Source: an optimization exercise on an open RTL-to-GDS flow (aim: small area, a short achievable clock period and few clock cycles per item). Production flows keep margins and buffers that such runs may drop. No functional check of the RTL was part of any run shown here. Power figures rest on the tool's default switching activity, not on a simulated workload.

File: config.mk
export PLATFORM = sky130hd
export DESIGN_NAME = rtp_h264_depkt
export DESIGN_NICKNAME = rtp_h264_depkt
export VERILOG_FILES = /design/flow/design.v
export SDC_FILE = /design/flow/constraint.sdc
export NUM_CORES = 4
export LEC_CHECK = 0
export CAP_MARGIN = 20
export CORE_MARGIN = 2
export CORE_UTILIZATION = 40
export SETUP_SLACK_MARGIN = 2.2
export SLEW_MARGIN = 20
File: constraint.sdc
create_clock -name core_clock -period 5.0 [get_ports {clk}]
set_input_delay 1.0000 -clock core_clock [delete_from_list [all_inputs] [get_ports {clk}]]
set_output_delay 1.0000 -clock core_clock [all_outputs]
set_load 0.01 [all_outputs]
File: design.v
module rtp_h264_depkt (
    input  wire       clk,
    input  wire       rst,
    input  wire       cfg_strict_f,
    input  wire       cfg_zero_byte,
    input  wire       in_valid,
    output wire       in_ready,
    input  wire [7:0] in_data,
    input  wire       in_last,
    output wire       out_valid,
    input  wire       out_ready,
    output wire [7:0] out_data,
    output wire       res_valid,
    output wire [2:0] res_cause,
    output wire [4:0] res_flags
);
    localparam [2:0] C_OK         = 3'd0;
    localparam [2:0] C_SHORT      = 3'd1;
    localparam [2:0] C_FBIT       = 3'd2;
    localparam [2:0] C_TRUNC_DON  = 3'd3;
    localparam [2:0] C_TRUNC_SIZE = 3'd4;
    localparam [2:0] C_TRUNC_EXTRA= 3'd5;
    localparam [2:0] C_ZERO_SIZE  = 3'd6;
    localparam [2:0] C_TRUNC_UNIT = 3'd7;
    localparam [3:0] S_COPY    = 4'b1000;   
    localparam [3:0] S_UNIT    = 4'b1001;   
    localparam [3:0] S_UNIT_F  = 4'b1011;   
    localparam [3:0] S_SZ0     = 4'b1100;   
    localparam [3:0] S_SZ1     = 4'b1101;   
    localparam [3:0] S_IDLE    = 4'b0100;   
    localparam [3:0] S_FU_HDR  = 4'b0101;   
    localparam [3:0] S_UHDR    = 4'b0110;   
    localparam [3:0] S_FUB_DON = 4'b0000;   
    localparam [3:0] S_AG_DON  = 4'b0001;   
    localparam [3:0] S_EXT     = 4'b0010;   
    localparam [3:0] S_DRAIN   = 4'b0011;   
    reg  [3:0]  state;
    reg         first;       
    reg  [7:5]  hdr0;        
    reg         mtap;        
    reg         m24;         
    reg  [1:0]  cnt;         
    reg  [1:0]  pidx;        
    reg         pdone;       
    reg  [15:0] remain;      
    reg  [4:0]  sflags;      
    function [4:0] classify(input [4:0] ty);
        case (ty)
            5'd1: classify = 5'b01000;
            5'd5: classify = 5'b10000;
            5'd6: classify = 5'b00100;
            5'd7: classify = 5'b00001;
            5'd8: classify = 5'b00010;
            default: classify = 5'b00000;
        endcase
    endfunction
    wire st_emit  = state[3];
    wire st_pre   = !state[3] && state[2];
    wire st_idle  = (state == S_IDLE);
    wire st_fuh   = (state == S_FU_HDR);
    wire st_uhdr  = (state == S_UHDR);
    wire st_sz    = state[3] && state[2];
    wire st_sz0   = (state == S_SZ0);
    wire st_sz1   = (state == S_SZ1);
    wire st_unit  = (state == S_UNIT);
    wire st_unitf = (state == S_UNIT_F);
    wire st_ext   = (state == S_EXT);
    wire st_drain = (state == S_DRAIN);
    wire st_copy  = (state == S_COPY);
    wire st_fbdon = (state == S_FUB_DON);
    wire st_agdon = (state == S_AG_DON);
    wire rem_hi0  = (remain[15:8] == 8'd0);
    wire rem_z1   = (remain[15:1] == 15'd0);
    wire rem_one  = rem_z1 && remain[0];
    wire rem_zero = rem_z1 && !remain[0];
    wire [4:0] t0 = in_data[4:0];
    wire t_single = (t0 != 5'd0) && !(t0[4] && t0[3]);
    wire zb_type  = (t0 == 5'd6) || (t0 == 5'd7) || (t0 == 5'd8);
    wire uf       = cfg_strict_f && in_data[7];
    wire need_pre = st_pre && (st_idle ? t_single : st_fuh ? in_data[7] : 1'b1);
    wire pre      = need_pre && !pdone;
    wire zb_app   = cfg_zero_byte && zb_type && !st_fuh;
    wire pre_last = (pidx == 2'd3) || (pidx == 2'd2 && !zb_app);
    assign in_ready  = need_pre ? (pdone && out_ready) : (!st_emit || out_ready);
    assign out_valid = in_valid && (need_pre || st_emit);
    wire   take      = in_valid && in_ready;
    wire o_code = st_pre && !pdone;
    wire o_zero = o_code || st_sz;
    wire o_hdr  = st_fuh && pdone;
    assign out_data[7:5] = o_zero ? 3'd0 : o_hdr ? hdr0 : in_data[7:5];
    assign out_data[4:1] = o_zero ? 4'd0 : in_data[4:1];
    assign out_data[0]   = o_code ? pre_last : !st_sz && in_data[0];
    wire short = st_idle || first;
    wire ok_r  = !short && (st_copy || (st_fbdon && cnt[0]) || st_agdon ||
                            (st_unit && rem_one) || (st_drain && cnt == 2'd0));
    wire ok_u  = !short && st_uhdr && rem_one;
    wire ok    = ok_r || (ok_u && !uf);
    wire sz1_s = !short && st_sz1 && !mtap;
    wire sz_z  = rem_hi0 && (in_data == 8'd0);
    reg [2:0] cause_r;       
    always @(*) begin
        cause_r = C_OK;
        if (short)
            cause_r = C_SHORT;
        else if (st_fbdon)
            cause_r = cnt[0] ? C_OK : C_TRUNC_DON;
        else if (st_sz0)
            cause_r = C_TRUNC_SIZE;
        else if (st_sz1)
            cause_r = mtap ? C_TRUNC_EXTRA : C_ZERO_SIZE;
        else if (st_ext)
            cause_r = (cnt != 2'd3) ? C_TRUNC_EXTRA : rem_zero ? C_ZERO_SIZE : C_TRUNC_UNIT;
        else if (st_uhdr || st_unit)
            cause_r = rem_one ? C_OK : C_TRUNC_UNIT;
        else if (st_unitf)
            cause_r = rem_one ? C_FBIT : C_TRUNC_UNIT;
        else if (st_drain)
            cause_r = {cnt[0], cnt[0] | cnt[1], 1'b0};
    end
    assign res_cause[2] = cause_r[2];
    assign res_cause[1] = cause_r[1] || (ok_u && uf);
    assign res_cause[0] = cause_r[0] || (sz1_s && !sz_z);
    assign res_valid    = take && in_last;
    assign res_flags    = ({5{ok_r}} & sflags) |
                          ({5{ok_u && !uf}} & (sflags | classify(t0)));
    always @(posedge clk) begin
        if (rst) begin
            state <= S_IDLE;
            pidx  <= 2'd0;
            pdone <= 1'b0;
        end else begin
            if (in_valid && pre && out_ready) begin
                pidx <= pidx + 2'd1;
                if (pre_last)
                    pdone <= 1'b1;
            end
            if (take) begin
                pdone <= 1'b0;
                pidx  <= 2'd0;
                first <= 1'b0;
                case (state)
                    S_IDLE: begin
                        first  <= 1'b1;
                        hdr0   <= in_data[7:5];
                        mtap   <= (t0 == 5'd26) || (t0 == 5'd27);
                        m24    <= (t0 == 5'd27) || (t0 == 5'd29);
                        sflags <= classify(t0);
                        cnt    <= 2'd0;
                        if (uf) begin
                            cnt   <= 2'd2;
                            state <= S_DRAIN;
                        end else if (t_single)
                            state <= S_COPY;
                        else if (t0 == 5'd24)
                            state <= S_SZ0;
                        else if (t0 == 5'd25 || t0 == 5'd26 || t0 == 5'd27)
                            state <= S_AG_DON;
                        else if (t0 == 5'd28 || t0 == 5'd29)
                            state <= S_FU_HDR;
                        else
                            state <= S_DRAIN;
                    end
                    S_FU_HDR: begin
                        sflags <= in_data[7] ? classify(t0) : 5'd0;
                        state  <= m24 ? S_FUB_DON : S_COPY;
                    end
                    S_FUB_DON: begin
                        cnt <= 2'd1;
                        if (cnt[0])
                            state <= S_COPY;
                    end
                    S_AG_DON: begin
                        cnt <= 2'd1;
                        if (cnt[0])
                            state <= S_SZ0;
                    end
                    S_SZ0: begin
                        remain[15:8] <= in_data;
                        pidx  <= 2'd1;
                        state <= S_SZ1;
                    end
                    S_SZ1: begin
                        remain[7:0] <= in_data;
                        pidx  <= 2'd2;
                        cnt   <= m24 ? 2'd0 : 2'd1;
                        if (mtap)
                            state <= S_EXT;
                        else if (sz_z) begin
                            cnt   <= 2'd1;
                            state <= S_DRAIN;
                        end else
                            state <= S_UHDR;
                    end
                    S_EXT: begin
                        cnt  <= cnt + 2'd1;
                        pidx <= 2'd2;
                        if (cnt == 2'd3) begin
                            if (rem_zero) begin
                                cnt   <= 2'd1;
                                state <= S_DRAIN;
                            end else
                                state <= S_UHDR;
                        end
                    end
                    S_UHDR, S_UNIT, S_UNIT_F: begin
                        remain <= remain - 16'd1;
                        if (state == S_UHDR)
                            sflags <= sflags | classify(t0);
                        if (rem_one) begin
                            if (st_uhdr ? uf : st_unitf) begin
                                cnt   <= 2'd2;
                                state <= S_DRAIN;
                            end else
                                state <= S_SZ0;
                        end else if (st_uhdr)
                            state <= uf ? S_UNIT_F : S_UNIT;
                    end
                    default: ;
                endcase
                if (in_last) begin
                    state <= S_IDLE;
                    pidx  <= 2'd0;
                end
            end
        end
    end
endmodule
File: run.sh
#!/bin/bash
# synth_recipe.tcl (not shown) runs the flow's synth.tcl, then flattens the netlist and writes it again
# the make line also repeats each setting of config.mk as NAME=value (left out here)
make -C /OpenROAD-flow-scripts/flow DESIGN_CONFIG=/design/flow/config.mk WORK_HOME=/design/flow/orfs CLKGATE_MAP_FILE= SYNTH_SCRIPT=/design/flow/synth_recipe.tcl finish
==> metrics.md, run 1 <==
| Metric | Value |
|---|---|
| Status | `complete, no violations` |
| Clk buf depth | `2` |
| Final Hold Viols | `0` |
| Met2 usage | `0.400` |
| DRT antenna net count | `0` |
| DR vias/cell | `5.84` |
| Total Routing Usage GR | `0.254` |
| Yosys warning total | `1` |
| Register area | `1020 sq um` |
| Root buffer cell | `clkbuf_8` |
| Slew headroom | `0.399` |
| Worst reg2reg setup slack | `~2.2 ns` |
| Max Cap Viol | `0` |
| Worst Tran Pin Value | `about 0.9 ns` |
| R2r worst-path depth | `8` |
| Seq/Total Area, Yosys | `0.349` |
| Yosys top cell by area | `edfxtp_1` |
| Adder and majority gate portion of the synthesized area | `0.0251` |
| Sequential share of power | `0.408` |
| Comb pwr share | `0.266` |
| Initial Util | `0.406` |
| Slew Viols, Final | `0` |
| Most common cell after layout, fill and taps aside | `buf_4` |
| Hold crit path type | `register to register` |
| Final worst setup slack | `approximately 1.3 ns` |
| Mapped Cells | `356` |
| Site Rows | `31` |
| Detailed-route DRC error count | `0` |
| Unrepaired setup endpoints after global routing | `yes` |
| Number of flops mapped to enable cells by yosys | `29` |
| Hold Slack | `approximately 0.62 ns` |
| Layout cells sized above 1 | `0.317` |
| Pwr Total | `843 uW` |
| CP arrival | `2.74 ns` |
| Crit end category | `output pin` |
| Layout net count | `between 400 and 500` |
| Final WL | `about 9800 microns` |
| Area growth syn-to-layout | `40.2%` |
| Lkg Pwr | `0.00151 uW` |
| Gr busiest metal | `met2` |
| Cts bufs inserted | `5` |
| Fin Clk Skew | `0.0112 ns` |
| Post-DP HPWL | `~6300 microns` |
| Diodes inserted | `0` |
| Worst ir drop on vdd | `117 uV` |
| Synth Area in Simple Gates | `0.252` |
| Mapped Area | `between 2000 and 3000 sq um` |
| Cts hold-fix bufs | `0` |
| Synth area leaders | `edfxtp_1 (30%), a21oi_1 (7.3%), nor2_1 (4.9%), dfxtp_1 (4.8%), o21ai_0 (3.8%)` |
| Compound-Gate Fraction of Synth Area | `0.262` |
| IO Port Bufs | `33` |
| Die height | `89.1 microns` |
| FF+latch count, synth | `36` |
| Setup tns final | `0 ns` |
| Pint | `580 uW` |
| CP required | `4.00 ns` |
| Library cells used by synthesis | `between 60 and 70` |
| DR iter-0 viols | `273` |
| Hold Path Sink | `sflags[0]$_DFFE_PP_` |
| Setup Viol. Count Final | `0` |
| PwrDens | `208 nW/um^2` |
| Hold depth | `2` |
| Switching Share | `0.312` |
| First drt pass iteration count | `5` |
| Vias in the first global route | `2865` |
| Multi-input gate area | `between 2000 and 2500 sq um` |
| Total number of vias | `3046` |
| DP Worst Slack | `0.729 ns` |
| Initial antenna violation count | `0` |
| Worst setup SP type | `register` |
| Main synth FF type | `edfxtp_1` |
| Clock network power share | `0.327` |
| Die ar. | `approximately 7900 sq um` |
| Worst-path clk slew | `0.09 ns` |
| Later-pin clock latency in the skew report | `0.31 ns` |
| CP Max Fanout | `4` |
| Net Switching | `263 uW` |
| Reg-to-reg endpoint | `cnt[1]$_DFFE_PP_` |
| Post-synth ARST share | `0` |
| Commonest non-fill, non-tap cells in the layout | `buf_4 (39), a21oi_1 (37), nor2_1 (36), edfxtp_1 (29), nand2_1 (20)` |
| Highest Clock Rate | `268 MHz` |
| Die W | `89.1 microns` |
| DR WL/cell | `about 19 microns` |
| Hold Path Origin | `sflags[0]$_DFFE_PP_` |
| Largest net degree at the start of global routing | `36` |
| XOR/XNOR share of the synthesized area | `0.0423` |
| Filler cells | `675` |
| Mux cell area share after synthesis | `0.0143` |
| CTS tree | `built` |
| Clock Sinks | `36` |
| Residual overflow from global routing | `0` |
| Top-area cell type share of the netlist area | `0.301` |
| GPL Wtd Cong | `0.910` |
| First-pass GRT wire length | `15200 microns` |
| Global-route track usage on met1 | `0.356` |
| Mapped Nets | `376` |
| Crit path time final | `3.74 ns` |
| H-Tree Depth | `2` |
| R2r startpoint | `remain[7]$_DFFE_PP_` |
| # IOs | `34` |
| Largest family of logic cells by synthesized area | `compound AO/OA/AOI/OAI gates` |
| Tcrit/Tclk final | `0.747` |
| Syn Area/Cell | `slightly above 8 sq um` |
| Core area | `7140 sq um` |
| WS Path Type | `register to output pin` |
| Met3 Use GR | `0.0388` |
## area by class of cell
type,count,share of cell area
Clock inverter,3,0.0105
Clock buffer,5,0.0169
Tap cell,99,0.0305
Timing Repair Buffer,82,0.174
Multi-Input combinational cell,278,0.499
Sequential cell,36,0.251
Inverter,19,0.0185
## state kept, by name, summed over array words and instances (netlist names)
signal / count
remain: 16
sflags: 5
state: 4
hdr0: 3
cnt: 2
pidx: 2
first: 1
m24: 1
mtap: 1
pdone: 1
## per-layer routing
metal | routed length, microns | vias up
li1 | - | 1447
met1 | 4310 | 1446
met2 | 4630 | 131
met3 | 659 | 22
met4 | 233 | 0
met5 | 0 | -
## how the worst max path moves through the flow
stage	startpoint	endpoint	slack [ns]	cells after the start
final	remain[7]$_DFFE_PP_	res_cause[1]	1.26	7
after detailed placement	in_data[1]	out_data[0]	0.73	8
after floorplan	remain[8]$_DFFE_PP_	res_cause[1]	1.85	5
after CTS	remain[5]$_DFFE_PP_	res_flags[3]	1.26	9
after global routing	remain[10]$_DFFE_PP_	res_flags[3]	1.18	9
after global placement	in_data[1]	out_data[0]	0.76	8
## logic make-up (layout without fill, tap and decap cells)
logic type	after synthesis	in the layout
xor gates and xnor gates	14	14
buffers and inverters	42	109
DFF	36	36
adders and majority gates	6	6
and+or+nand+nor	139	139
muxes	4	4
AOI/OAI and AO/OA	115	115
## through the flow
stage | utilization | instance area, sq um | cells
floorplan | - | 3050 | 356
global placement | 0.481 | 3430 | 471
detailed placement | 0.481 | 3430 | 471
CTS | 0.552 | 3940 | 512
global route | 0.569 | 4060 | 522
finish | 0.569 | 4060 | 522
## synthesized netlist by cell type, types with 7 or more instances
| library cell | number |
|---|---|
| clkbuf_1 | 21 |
| nor3_1 | 14 |
| o21ai_0 | 22 |
| dfxtp_1 | 7 |
| a21oi_1 | 42 |
| nand2_1 | 23 |
| o21a_1 | 9 |
| nand2b_1 | 10 |
| nor2_1 | 38 |
| nand3_1 | 10 |
| inv_1 | 18 |
| xnor2_1 | 10 |
| edfxtp_1 | 29 |
| nor4_1 | 7 |
## power groups by stage
stage               registers [uW]  clock network, uW  logic [uW]
floorplan                      346                  0         125
global placement               352                  0         178
detailed placement             352                  0         179
CTS                            344                277         205
global route                   345                289         238
finish                         344                275         224
## critical path, cell delays in order, from the launching register on
cell      delay [ns]
edfxtp_1        0.41
or3_4           0.40
or4b_4          0.57
buf_6           0.14
or2_4           0.25
o32a_4          0.32
a211oi_4        0.18
buf_2           0.15
## repair_timing
action                                  4_1_cts  5_1_grt
endpoints found under the setup margin       52       50
pin swaps                                    22       15
setup buffers                                33       10
resized for setup                           139       23
==> inputs of run 2 (changes only) <==
--- a/config.mk
+++ b/config.mk
@@ -10,3 +10,3 @@
 export CORE_UTILIZATION = 40
-export SETUP_SLACK_MARGIN = 2.2
+export SETUP_SLACK_MARGIN = 1.6
 export SLEW_MARGIN = 20
==> metrics.md, run 2 <==
| Metric | Value |
|---|---|
| CP required | `4.00 ns (about the same)` |
| Clk buf depth | `2 (unchanged)` |
| Site Rows | `31 (unchanged)` |
| DRT antenna net count | `0 (unchanged)` |
| Worst setup SP type | `register` |
| Mapped Cells | `356 (unchanged)` |
| IO Port Bufs | `33 (unchanged)` |
| First-pass GRT wire length | `14800 microns (-2.2%)` |
| Top-area cell type share of the netlist area | `0.301 (unchanged)` |
| Worst-path clk slew | `0.08 ns (about the same)` |
| Die ar. | `7940 sq um (unchanged)` |
| Synth area leaders | `edfxtp_1 (30%), a21oi_1 (7.3%), nor2_1 (4.9%), dfxtp_1 (4.8%), o21ai_0 (3.8%)` |
| Total number of vias | `3071 (+0.82%)` |
| Vias in the first global route | `2879 (+0.49%)` |
| Commonest non-fill, non-tap cells in the layout | `buf_4 (41), a21oi_1 (38), nor2_1 (35), edfxtp_1 (29), nand2_1 (23)` |
| Max Cap Viol | `0 (unchanged)` |
| Hold Slack | `0.627 ns (+0.00399 ns)` |
| Most common cell in the netlist | `a21oi_1` |
| Area post-placement | `3340 sq um (-2.7%)` |
| First drt pass iteration count | `5 (unchanged)` |
| Clock Sinks | `36 (unchanged)` |
| Worst Tran Pin Value | `1.00 ns (+0.108 ns)` |
| Pint | `510 uW (-12%)` |
| Yosys top cell by area | `edfxtp_1` |
| Die W | `89.1 microns (unchanged)` |
| Cts bufs inserted | `5 (unchanged)` |
| Die height | `89.1 microns (unchanged)` |
| Number of flops mapped to enable cells by yosys | `29 (unchanged)` |
| Root buffer cell | `clkbuf_8` |
| Layout cells sized above 1 | `0.241 (-0.0757)` |
| Final WL | `9400 microns (-4.4%)` |
| Registers with the most flip-flops | `remain: 16 flops, sflags: 5 flops, state: 4 flops` |
| Setup Viol. Count Final | `0 (unchanged)` |
| # IOs | `34 (unchanged)` |
| Area growth syn-to-layout | `31.5%` |
| Residual overflow from global routing | `0 (unchanged)` |
| Sequential share of power | `0.465 (+0.057)` |
| Syn Area/Cell | `8.14 sq um (unchanged)` |
| Core area | `7140 sq um (unchanged)` |
| Final Util | `0.534 (-0.0354)` |
| Slew Viols, Final | `0 (unchanged)` |
| Highest Clock Rate | `266 MHz (-0.79%)` |
| Post-DP HPWL | `6370 microns (+0.29%)` |
| Most common cell after layout, fill and taps aside | `buf_4` |
| Hold crit path type | `register to register` |
| CTS tree | `built` |
| CP arrival | `2.77 ns (+0.03 ns)` |
| Commonest cells post-synth | `a21oi_1 (42), nor2_1 (38), edfxtp_1 (29)` |
| Initial antenna violation count | `0 (unchanged)` |
| DR iter-0 viols | `333 (+22%)` |
| Main synth FF type | `edfxtp_1` |
| Unrepaired setup endpoints after global routing | `yes` |
| Initial Util | `0.406 (unchanged)` |
| GPL Wtd Cong | `0.909 (-0.12%)` |
| Mapped Area | `2900 sq um (unchanged)` |
| Slew headroom | `0.315 (-0.0838)` |
| Comb pwr share | `0.250 (-0.016)` |
| Seq/Total Area, Yosys | `0.349 (unchanged)` |
| Detailed-route DRC error count | `0 (unchanged)` |
| Clock network power share | `0.286 (-0.041)` |
| Number of flip-flops in the largest register | `16 (unchanged)` |
| DR WL/cell | `18.1 microns (-3.6%)` |
| FF+latch count, synth | `36 (unchanged)` |
| PwrDens | `195 nW/um^2 (-6.3%)` |
| Crit path time final | `3.77 ns (+0.0299 ns)` |
| Setup tns final | `0 ns (unchanged)` |
| Crit end category | `output pin` |
| Tcrit/Tclk final | `0.753 (+0.00599)` |
| Net Switching | `232 uW (-12%)` |
| Library cells used by synthesis | `66 (unchanged)` |
| Total Routing Usage GR | `0.244 (-0.0107)` |
| Largest net degree at the start of global routing | `37 (+2.8%)` |
| Post-synth ARST share | `0 (unchanged)` |
| Layout net count | `438 (-0.90%)` |
| Final instance area | `3810 sq um (-6.2%)` |
| WS Path Type | `register to output pin` |
| Fin Clk Skew | `0.00911 ns (-0.00209 ns)` |
| Lkg Pwr | `0.00148 uW (-2.1%)` |
| Later-pin clock latency in the skew report | `0.30 ns (about the same)` |
| H-Tree Depth | `2 (unchanged)` |
| CP Max Fanout | `6 (+2)` |
| Final Hold Viols | `0 (unchanged)` |
| Diodes inserted | `0 (unchanged)` |
| Status | `complete, no violations` |
| Yosys warning total | `1 (unchanged)` |
| Switching Share | `0.312 (about the same)` |
| Mapped Nets | `376 (unchanged)` |
| DR vias/cell | `5.93 (+1.6%)` |
| Most flops, register | `remain` |
| Worst ir drop on vdd | `115 uV (-1.8%)` |
-- run 2: critical path: stages (launching register included) --
cell and delay [ns]:
edfxtp_1 0.42, or3_4 0.45, or4b_4 0.55, nor3_4 0.18, mux2i_2 0.14, o31ai_2 0.22
buf_4 0.15, buf_6 0.10, o21a_1 0.13, buf_2 0.14
-- run 2: routing by layer --
metal / GRT usage / part of all wire / up-vias
li1: - / - / 1443
met1: 0.334 / 0.44 / 1444
met2: 0.388 / 0.46 / 157
met3: 0.0434 / 0.071 / 27
met4: 0.0841 / 0.029 / 0
met5: 0 / 0 / -
-- run 2: worst paths after layout --
check | from | to | slack, ns | cells after the start
max | remain[6]$_DFFE_PP_ | res_flags[3] | 1.23 | 9
min | sflags[0]$_DFFE_PP_ | sflags[0]$_DFFE_PP_ | 0.63 | 2
max reg2reg | remain[6]$_DFFE_PP_ | cnt[0]$_DFFE_PP_ | 1.40 | 18
min reg2reg | sflags[0]$_DFFE_PP_ | sflags[0]$_DFFE_PP_ | 0.63 | 2
-- run 2: repair_timing --
action                                  in CTS  in global routing
resized for setup                           98                 15
setup buffers                               30                  5
endpoints found under the setup margin      36                 16
hold buffers                                 0                  0
pin swaps                                   18                 10
-- run 2: cell families (layout without fill, tap and decap cells) --
| logic type | Yosys count | after routing | synth area share |
|---|---|---|---|
| AOI/OAI and AO/OA | 115 | 115 | 0.262 |
| xor gates and xnor gates | 14 | 14 | 0.0423 |
| adders and majority gates | 6 | 6 | 0.0251 |
| buffers and inverters | 42 | 105 | 0.0553 |
| DFF | 36 | 36 | 0.349 |
| muxes | 4 | 4 | 0.0143 |
| and+or+nand+nor | 139 | 139 | 0.252 |
-- run 2: metrics by stage --
step           total power, uW  worst slack [ns]  cells
4_1_cts                    735              1.28    513
2_1_floorplan              456              1.63    356
6_report                   741              1.23    518
3_5_place_dp               521             0.735    475
3_3_place_gp               519             0.767    475
5_1_grt                    773              1.16    518
-- run 2: cell type report --
cell class | count | area [sq um]
fill | 685 | 3330
multi-input combinational | 278 | 1860
sequential | 36 | 1010
timing repair buffer | 78 | 654
tap | 99 | 124
clock buffer | 6 | 72.6
inverter | 19 | 71.3
clock inverter | 2 | 11.3
-- run 2: power groups by stage --
stage | Clock (uW) | Combinational, uW | Sequential, uW
finish | 212 | 185 | 345
global route | 226 | 201 | 346
CTS | 212 | 179 | 344
detailed placement | 0 | 171 | 351
global placement | 0 | 169 | 350
floorplan | 0 | 110 | 346

[re-timing with driven ports]
The flow's constraints put no driver on any port. The routed layouts listed below were extracted and timed again, unchanged, in two steps.
Step 1, drivers: a clkbuf_16 drives clk and a buf_2 each remaining input, both assumed.
Step 2 also shifts input and output timing later by t, the mid clock arrival at the registers, as if the neighbouring blocks saw the same clock.
a / b / c = no drivers / after step 1 / after step 2; a / b = the first two.
run | t (ns) | slack for setup (ns) | worst register clock-pin slew, ns | pins driven straight from the clock port
run 1 | 0.330 | 1.264 / 1.234 / 1.338 | 0.09 / 0.09 | 1
run 2 | 0.324 | 1.234 / 1.206 / 1.276 | 0.08 / 0.08 | 1
After both steps every run listed still meets setup and hold.
